This is an optimization exercise on Yosys and OpenROAD, whose aim is small area, a short achievable clock period and few clock cycles, not a production implementation.
No functional check of the RTL was part of this run.
No activity file was given, so power comes from the tool's default toggle rates.

$ cat flow/config.mk
export PLATFORM = sky130hd
export DESIGN_NAME = interp_pair
export DESIGN_NICKNAME = interp_pair
export VERILOG_FILES = /design/flow/design.v
export SDC_FILE = /design/flow/constraint.sdc
export NUM_CORES = 4
export LEC_CHECK = 0
export CAP_MARGIN = 20
export CELL_PAD_IN_SITES_DETAIL_PLACEMENT = 1
export CELL_PAD_IN_SITES_GLOBAL_PLACEMENT = 2
export CORE_MARGIN = 2
export CORE_UTILIZATION = 30
export PLACE_DENSITY = 0.45
export SLEW_MARGIN = 20
$ cat flow/constraint.sdc
create_clock -name core_clock -period 16.0 [get_ports {clk}]
set_input_delay 3.2000 -clock core_clock [delete_from_list [all_inputs] [get_ports {clk}]]
set_output_delay 3.2000 -clock core_clock [all_outputs]
set_load 0.01 [all_outputs]
$ cat flow/design.v
module interp_lane (
    input  wire [31:0] in,
    input  wire [4:0]  shift,
    input  wire [4:0]  mask_lsb,
    input  wire [4:0]  mask_msb,
    input  wire        is_signed,
    output wire [31:0] result,      
    output wire        overf        
);
    wire [31:0] shifted = in >> shift;
    wire [31:0] upto    = ~(32'hFFFFFFFE << mask_msb);         
    wire [31:0] above   = ~upto;                                
    wire [31:0] window  = upto & (32'hFFFFFFFF << mask_lsb);
    wire [5:0]  sidx    = {1'b0, mask_msb} + {1'b0, shift};
    wire        sign    = ~sidx[5] & in[sidx[4:0]];
    wire        sext    = is_signed & sign;
    assign overf  = |(shifted & above);
    assign result = (shifted & window) | (above & {32{sext}});
endmodule
module interp_unit (
    input  wire        clk,
    input  wire        rst,
    input  wire        op_valid,    
    input  wire [4:0]  sel,
    input  wire [31:0] wdata,
    input  wire        sg0,         
    input  wire [31:0] pop0,        
    input  wire [31:0] pop1,        
    input  wire [31:0] addv,        
    output reg  [31:0] accum0,
    output reg  [31:0] accum1,
    output reg  [31:0] base0,
    output reg  [31:0] base1,
    output reg  [31:0] base2,
    output reg  [22:0] ctrl0,
    output reg  [22:0] ctrl1
);
    wire sg1 = ctrl1[15];
    wire is_pop = (sel == 5'h05) || (sel == 5'h06) || (sel == 5'h07);
    always @(posedge clk) begin
        if (rst) begin
            accum0 <= 32'd0;
            accum1 <= 32'd0;
            base0  <= 32'd0;
            base1  <= 32'd0;
            base2  <= 32'd0;
            ctrl0  <= 23'd0;
            ctrl1  <= 23'd0;
        end else if (op_valid) begin
            if (is_pop) begin
                accum0 <= pop0;
                accum1 <= pop1;
            end
            case (sel)
                5'h10: accum0 <= wdata;
                5'h11: accum1 <= wdata;
                5'h12: base0  <= wdata;
                5'h13: base1  <= wdata;
                5'h14: base2  <= wdata;
                5'h1B: ctrl0  <= wdata[22:0];
                5'h1C: ctrl1  <= wdata[22:0];
                5'h1D: accum0 <= addv;
                5'h1E: accum1 <= addv;
                5'h1F: begin
                    base0 <= {{16{sg0 & wdata[15]}}, wdata[15:0]};
                    base1 <= {{16{sg1 & wdata[31]}}, wdata[31:16]};
                end
                default: ;
            endcase
        end
    end
endmodule
module interp_pair (
    input  wire        clk,
    input  wire        rst,
    input  wire        req_valid,
    output wire        req_ready,
    input  wire        req_unit,
    input  wire [4:0]  req_sel,
    input  wire [31:0] req_wdata,
    output reg         resp_valid,
    output reg  [31:0] resp_rdata
);
    assign req_ready = 1'b1;
    reg        r_v;
    reg        r_u;
    reg [4:0]  r_sel;
    reg [31:0] r_wd;
    always @(posedge clk) begin
        if (rst) r_v <= 1'b0;
        else     r_v <= req_valid;
        r_u   <= req_unit;
        r_sel <= req_sel;
        r_wd  <= req_wdata;
    end
    wire [31:0] a00, a01, b00, b01, b02;    
    wire [31:0] a10, a11, b10, b11, b12;    
    wire [22:0] c00, c01, c10, c11;
    wire [31:0] pop0, pop1, addv;
    wire sg0_u0 = c01[21] ? c01[15] : c00[15];
    wire sg0_u1 = c10[15];
    interp_unit u_interp0 (
        .clk(clk), .rst(rst), .op_valid(r_v && !r_u),
        .sel(r_sel), .wdata(r_wd), .sg0(sg0_u0),
        .pop0(pop0), .pop1(pop1), .addv(addv),
        .accum0(a00), .accum1(a01), .base0(b00), .base1(b01), .base2(b02),
        .ctrl0(c00), .ctrl1(c01)
    );
    interp_unit u_interp1 (
        .clk(clk), .rst(rst), .op_valid(r_v && r_u),
        .sel(r_sel), .wdata(r_wd), .sg0(sg0_u1),
        .pop0(pop0), .pop1(pop1), .addv(addv),
        .accum0(a10), .accum1(a11), .base0(b10), .base1(b11), .base2(b12),
        .ctrl0(c10), .ctrl1(c11)
    );
    wire [22:0] c0 = r_u ? c10 : c00;
    wire [22:0] c1 = r_u ? c11 : c01;
    wire [31:0] b0 = r_u ? b10 : b00;
    wire [31:0] b1 = r_u ? b11 : b01;
    wire [31:0] b2 = r_u ? b12 : b02;
    wire [31:0] acc_a = r_u ? a10 : a00;
    wire [31:0] acc_b = r_u ? a11 : a01;
    wire do_blend = !r_u && c01[21];
    wire do_clamp =  r_u && c10[22];
    wire is_add   = (r_sel == 5'h1D) || (r_sel == 5'h1E);
    wire xs0 = is_add ? r_sel[1] : c0[16];
    wire [31:0] input0 = xs0    ? acc_b : acc_a;
    wire [31:0] input1 = c1[16] ? acc_a : acc_b;
    wire [31:0] sres0, sres1;
    wire        overf0, overf1;
    interp_lane u_lane0 (
        .in(input0), .shift(c0[4:0]), .mask_lsb(c0[9:5]),
        .mask_msb(c0[14:10]), .is_signed(c0[15]),
        .result(sres0), .overf(overf0)
    );
    interp_lane u_lane1 (
        .in(input1), .shift(c1[4:0]), .mask_lsb(c1[9:5]),
        .mask_msb(c1[14:10]), .is_signed(c1[15]),
        .result(sres1), .overf(overf1)
    );
    wire overf = overf0 | overf1;
    wire        sub0 = do_clamp && !is_add;
    wire        raw0 = is_add || (c0[18] && !do_clamp);
    wire [31:0] opa0 = is_add ? r_wd : (sub0 ? ~b10 : b0);
    wire [31:0] x0   = raw0 ? input0 : sres0;
    wire [32:0] sum0 = {1'b0, opa0} + {1'b0, x0} + {32'd0, sub0};
    wire [31:0] add0 = sum0[31:0];
    assign addv = add0;
    wire [31:0] x1   = c1[18] ? input1 : sres1;
    wire [31:0] add1 = b1 + x1;
    wire [31:0] full = b2 + sres0 + (do_blend ? 32'd0 : sres1);
    wire        csg   = c10[15];
    wire        below = (csg && (sres0[31] != b10[31])) ? sres0[31] : !sum0[32];
    wire [31:0] xcmp  = {sres0[31] ^ csg, sres0[30:0]};
    wire [31:0] b1cmp = {b11[31] ^ csg, b11[30:0]};
    wire        over  = xcmp > b1cmp;
    wire [31:0] clamp0 = below ? b10 : (over ? b11 : sres0);
    wire [7:0]  alpha = sres1[7:0];
    wire        bsgn  = c01[15];
    wire [32:0] diff  = {bsgn & b01[31], b01} - {bsgn & b00[31], b00};
    wire        dneg  = diff[32];
    wire [39:0] pp0, pp1, pp2, pp3, pp4, pp5, pp6, pp7, ppb;
    assign pp0 = {6'd0, ~(alpha[0] & dneg), (alpha[0] & dneg), {32{alpha[0]}} & diff[31:0]};
    assign pp1 = {6'd0, ~(alpha[1] & dneg), {32{alpha[1]}} & diff[31:0], 1'd0};
    assign pp2 = {5'd0, ~(alpha[2] & dneg), {32{alpha[2]}} & diff[31:0], 2'd0};
    assign pp3 = {4'd0, ~(alpha[3] & dneg), {32{alpha[3]}} & diff[31:0], 3'd0};
    assign pp4 = {3'd0, ~(alpha[4] & dneg), {32{alpha[4]}} & diff[31:0], 4'd0};
    assign pp5 = {2'd0, ~(alpha[5] & dneg), {32{alpha[5]}} & diff[31:0], 5'd0};
    assign pp6 = {1'd0, ~(alpha[6] & dneg), {32{alpha[6]}} & diff[31:0], 6'd0};
    assign pp7 = {      ~(alpha[7] & dneg), {32{alpha[7]}} & diff[31:0], 7'd0};
    assign ppb = {b00, {8{bsgn & dneg}}};
    wire [39:0] s1 = pp0 ^ pp1 ^ pp2, k1 = {(pp0 & pp1) | (pp0 & pp2) | (pp1 & pp2), 1'b0};
    wire [39:0] s2 = pp3 ^ pp4 ^ pp5, k2 = {(pp3 & pp4) | (pp3 & pp5) | (pp4 & pp5), 1'b0};
    wire [39:0] s3 = pp6 ^ pp7 ^ ppb, k3 = {(pp6 & pp7) | (pp6 & ppb) | (pp7 & ppb), 1'b0};
    wire [39:0] s4 = s1 ^ k1 ^ s2,    k4 = {(s1 & k1) | (s1 & s2) | (k1 & s2), 1'b0};
    wire [39:0] s5 = k2 ^ s3 ^ k3,    k5 = {(k2 & s3) | (k2 & k3) | (s3 & k3), 1'b0};
    wire [39:0] s6 = s4 ^ k4 ^ s5,    k6 = {(s4 & k4) | (s4 & s5) | (k4 & s5), 1'b0};
    wire [39:0] s7 = s6 ^ k6 ^ k5,    k7 = {(s6 & k6) | (s6 & k5) | (k6 & k5), 1'b0};
    wire [39:0] bsum = s7 + k7;
    wire [31:0] blend1 = bsum[39:8];
    wire [31:0] force0 = {2'b00, c0[20:19], 28'd0};
    wire [31:0] force1 = {2'b00, c1[20:19], 28'd0};
    wire [31:0] lane0 = do_blend ? {24'd0, alpha}
                                 : ((do_clamp ? clamp0 : add0) | force0);
    wire [31:0] lane1 = (do_blend ? blend1 : add1) | force1;
    assign pop0 = c0[17] ? lane1 : lane0;
    assign pop1 = c1[17] ? lane0 : lane1;
    reg [31:0] rdata;
    always @(*) begin
        case (r_sel)
            5'h00:   rdata = acc_a;
            5'h01:   rdata = acc_b;
            5'h02:   rdata = b0;
            5'h03:   rdata = b1;
            5'h04:   rdata = b2;
            5'h05,
            5'h08:   rdata = lane0;
            5'h06,
            5'h09:   rdata = lane1;
            5'h07,
            5'h0A:   rdata = full;
            5'h0B:   rdata = {6'd0, overf, overf1, overf0, c0};
            5'h0C:   rdata = {9'd0, c1};
            5'h0D:   rdata = sres0;
            5'h0E:   rdata = sres1;
            default: rdata = 32'd0;
        endcase
    end
    always @(posedge clk) begin
        if (rst) begin
            resp_valid <= 1'b0;
            resp_rdata <= 32'd0;
        end else begin
            resp_valid <= r_v && !r_sel[4];
            resp_rdata <= rdata;
        end
    end
endmodule
$ cat flow/run.sh
#!/bin/bash
# synth_recipe.tcl (not shown) runs the flow's synth.tcl, then flattens the netlist and writes it again
# the make line also repeats each setting of config.mk as NAME=value (left out here)
make -C /OpenROAD-flow-scripts/flow DESIGN_CONFIG=/design/flow/config.mk WORK_HOME=/design/flow/orfs CLKGATE_MAP_FILE= SYNTH_SCRIPT=/design/flow/synth_recipe.tcl finish
==> notes.md <==
where the power goes:
part | switching (mW) | internal, mW | total (mW)
registers | 0.0231 | 1.22 | 1.24
clock network | 0.695 | 1.01 | 1.71
logic | 0.413 | 0.149 | 0.561
total | 1.13 | 2.38 | 3.51
worst max-delay path, delay by kind of cell, from the launching register on:
kind | cells | cell delay [ns]
buffers and inverters | 7 | 2.49
multiplexers | 5 | 1.79
AO/OA/AOI/OAI | 12 | 3.80
adder cells (fa/ha/maj) | 7 | 3.28
XOR/XNOR | 2 | 0.48
flip-flops | 1 | 0.77
AND/OR/NAND/NOR | 2 | 0.30
path summary, 6_finish.rpt:
kind / from / to / cells after the start
min reg2reg: u_interp0.base2[4] / u_interp0.base2[4] / 2
min: u_interp0.base2[4] / u_interp0.base2[4] / 2
max reg2reg: r_u / u_interp1.accum1[12] / 35
max: r_u / u_interp1.accum1[12] / 35
Yosys cell counts (all sizes together), types with 98 or more instances:
master	count	area, um^2
fa	262	5250
o22ai	115	726
xnor2	130	1150
nand3	98	490
nand2	909	3420
inv	403	1510
dfxtp	484	9690
o21ai	334	1680
mux2	115	1300
a211oi	178	1340
nor3	113	571
mux2i	359	3630
ha	218	2730
clkbuf	364	1370
a21oi	581	2920
nor2	718	2710
nand2b	103	644
final cells by class:
class / instances / area (um^2)
Fill cell: 20103 / 110000
Multi-Input combinational cell: 5303 / 37900
Sequential cell: 484 / 9700
Timing Repair Buffer: 349 / 2830
Tap cell: 2204 / 2760
Clock buffer: 96 / 1980
Inverter: 410 / 1540
Clock inverter: 27 / 427
Antenna cell: 16 / 40.0
logic make-up (layout without fill, tap and decap cells):
family | Yosys count | in the layout
buf+inv | 864 | 882
other cells | 1 | 17
simple gates | 2196 | 2196
flops | 484 | 484
mux | 506 | 506
compound gates | 1929 | 1929
xor+xnor | 191 | 191
fa+ha+maj | 480 | 480
flip-flops by register name, indices dropped and copies added (netlist names), 5 cells and up:
register	count
u_interp0.base2	32
u_interp0.accum0	32
u_interp1.accum0	32
u_interp1.ctrl0	23
u_interp0.base0	32
r_sel	5
u_interp1.base2	32
u_interp1.base1	32
u_interp0.ctrl1	23
resp_rdata	32
u_interp0.base1	32
u_interp1.accum1	32
r_wd	32
u_interp0.accum1	32
u_interp1.ctrl1	23
u_interp1.base0	32
u_interp0.ctrl0	23
metal layers:
metal  vias to the layer above  part of all wire, %  track usage (%)  wire length (um)
met1                     28041                   44             51.8            147000
met2                      2675                   40             54.1            136000
met3                       732                  8.1             7.44             27200
met4                        12                  7.9             25.3             26400
met5                         -                0.031                0               104
li1                      23533                    -                -                 -
per-stage QoR:
| stage | area (um^2) | hold slack [ns] | util, % |
|---|---|---|---|
| after detailed placement | 54700 | 0.445 | 32.7 |
| after CTS | 57100 | 0.452 | 34.2 |
| after floorplan | 50600 | 0.428 | - |
| after global routing | 57100 | 0.459 | 34.2 |
| after global placement | 54700 | 0.437 | 32.7 |
| final | 57200 | 0.452 | 34.2 |
==> metrics.md <==
| Metric | Value |
|---|---|
| Buffers on Ports | 73 |
| CP max stage delay | 0.85 ns |
| GP Congestion | 1.06 |
| Syn Area/Cell | 7.60 um^2 |
| Tightest Hold Check Type | reg2reg |
| Syn nets | 7,172 |
| First drt pass iteration count | 6 |
| Synth Instances | 6,651 |
| Ports | 75 |
| WP data arrival | 13.88 ns |
| Nets | 7,138 |
| Post-cts sizing count | 0 |
| Largest family of logic cells by synthesized area | compound AO/OA/AOI/OAI gates |
| Synth Area in Compound Gates | 25.0% |
| Drc violations | 0 |
| Register bit total from synthesis | 484 |
| Die area | 172,000 um^2 |
| Worst-Margin Slew | 1.34 ns |
| Hold Vio Cnt, Final | 0 |
| Worst Setup Start Kind | flop |
| Leak Pwr | 22.0 nW |
| Fraction of synthesized area in multiplexers | 11.2% |
| Final setup fails | 0 |
| Worst Skew | 0.0429 ns |
| Clock latency on the worst-skew pair | 0.72 ns |
| Dpl cells | 8,749 |
| Yosys cell types | 102 |
| Most common cell after layout, fill and taps aside | nand2_1 |
| Initial core utilization | 30.2% |
| Unrepaired setup endpoints after global routing | false |
| Number of synthesized flops with an enable pin | 0 |
| Clock-pin slew on the worst setup and hold paths | 0.06 ns |
| Commonest non-fill, non-tap cells in the layout | 904 x nand2_1, 698 x nor2_1, 577 x a21oi_1 |
| Sink Count | 484 |
| Fmax | 0.0755 GHz |
| R2R setup slack | 2.75 ns |
| Async S/R FF share, synth | 0% |
| Sequential share of the synthesized area | 19.2% |
| Antenna viol nets, final | 0 |
| Synth Area in XOR/XNOR | 3.32% |
| Cell with the largest stage delay on the worst path | o21ai_0 |
| Post-CTS Hold Fix Bufs | 0 |
| Post-Layout Cell Count | 8,889 |
| Post-place setup slack | 3.04 ns |
| Power per Cell Area | 61.4 nW/um^2 |
| Setup bufs post-CTS | 0 |
| GRT Overall Usage | 38.1% |
| Max Root-Sink Buffers | 3 |
| Endpoint class of the critical path | flop |
| # Max-Cap Violations | 0 |
| Total chip power | 3.51 mW |
| Hpwl dp | 265 mm |
| Period utilization | 82.8% |
| Max Slew Vio Count | 0 |
| Root Driver | clkbuf_16 |
| Top FF cell, synth | dfxtp_1 |
| Worst Path Class, Setup | reg2reg |
| Tmin final | 13.25 ns |
| Core Area | 167,000 um^2 |
| First-pass GRT wire length | 458 mm |
| DR vias | 54,993 |
| VDD IR max | 0.0000822 V |
| Crit path max fanout | 47 |
| Post-Synth Simple-Gate Area | 18.8% |
| Area of the mapped netlist | 50,600 um^2 |
| Via density | 6.19 |
| Cts bufs inserted | 69 |
| Share of cells above drive strength 1 | 10.4% |
| Die height | 415 um |
| Final WL | 336 mm |
| Most frequent CP cell | fa_1 |
| Row Count | 150 |
| Area Growth Syn to Fin | 13.1% |
| Largest net degree at the start of global routing | 85 |
| Yosys Warn Count | 2 |
| Total negative setup slack | 0 ns |
| Area share of fa/ha/maj cells after synthesis | 15.8% |
| Width of the die | 415 um |
| Setup ws final | 2.75 ns |
| CTS tree | yes |
| 1st-iter DRT viols | 6,607 |
| Initial antenna violation count | 41 |
| Avg WL per Cell | 37.9 um |
| Worst rel slew slack | 8.57% |
| Congestion Overflow GR | 0 |
| Status | finished clean |
| Worst Path Required | 16.63 ns |
| H-tree depth | 3 |
| Number of global-route vias before repair | 53,480 |

port drivers added, routing unchanged:
How much do the figures lean on ideal ports? The routed layout below was timed once more, with nothing changed but the port constraints. Step 1 sets driving cells, clkbuf_16 on the clock port and buf_2 on the other inputs (assumed; they add their load-dependent delay and slew). Step 2, shift: input delay + t, output delay - t, t = (earliest + latest rising clock arrival at the registers) / 2. This alone moves slack from input paths to output paths. Slacks: ideal ports / drivers / drivers and shift; pairs: ideal ports / drivers.
t, ns: 0.801
setup slack, ns: 2.750 / 2.750 / 2.750
hold WS [ns]: 0.452 / 0.452 / 0.452
worst setup path at the end: register to register
worst slew at a driven data input, ns: 0.08
After both steps this run still meets setup and hold. For this run, drivers alone change the setup slack by 0.000 ns; drivers and shift together by 0.000 ns.
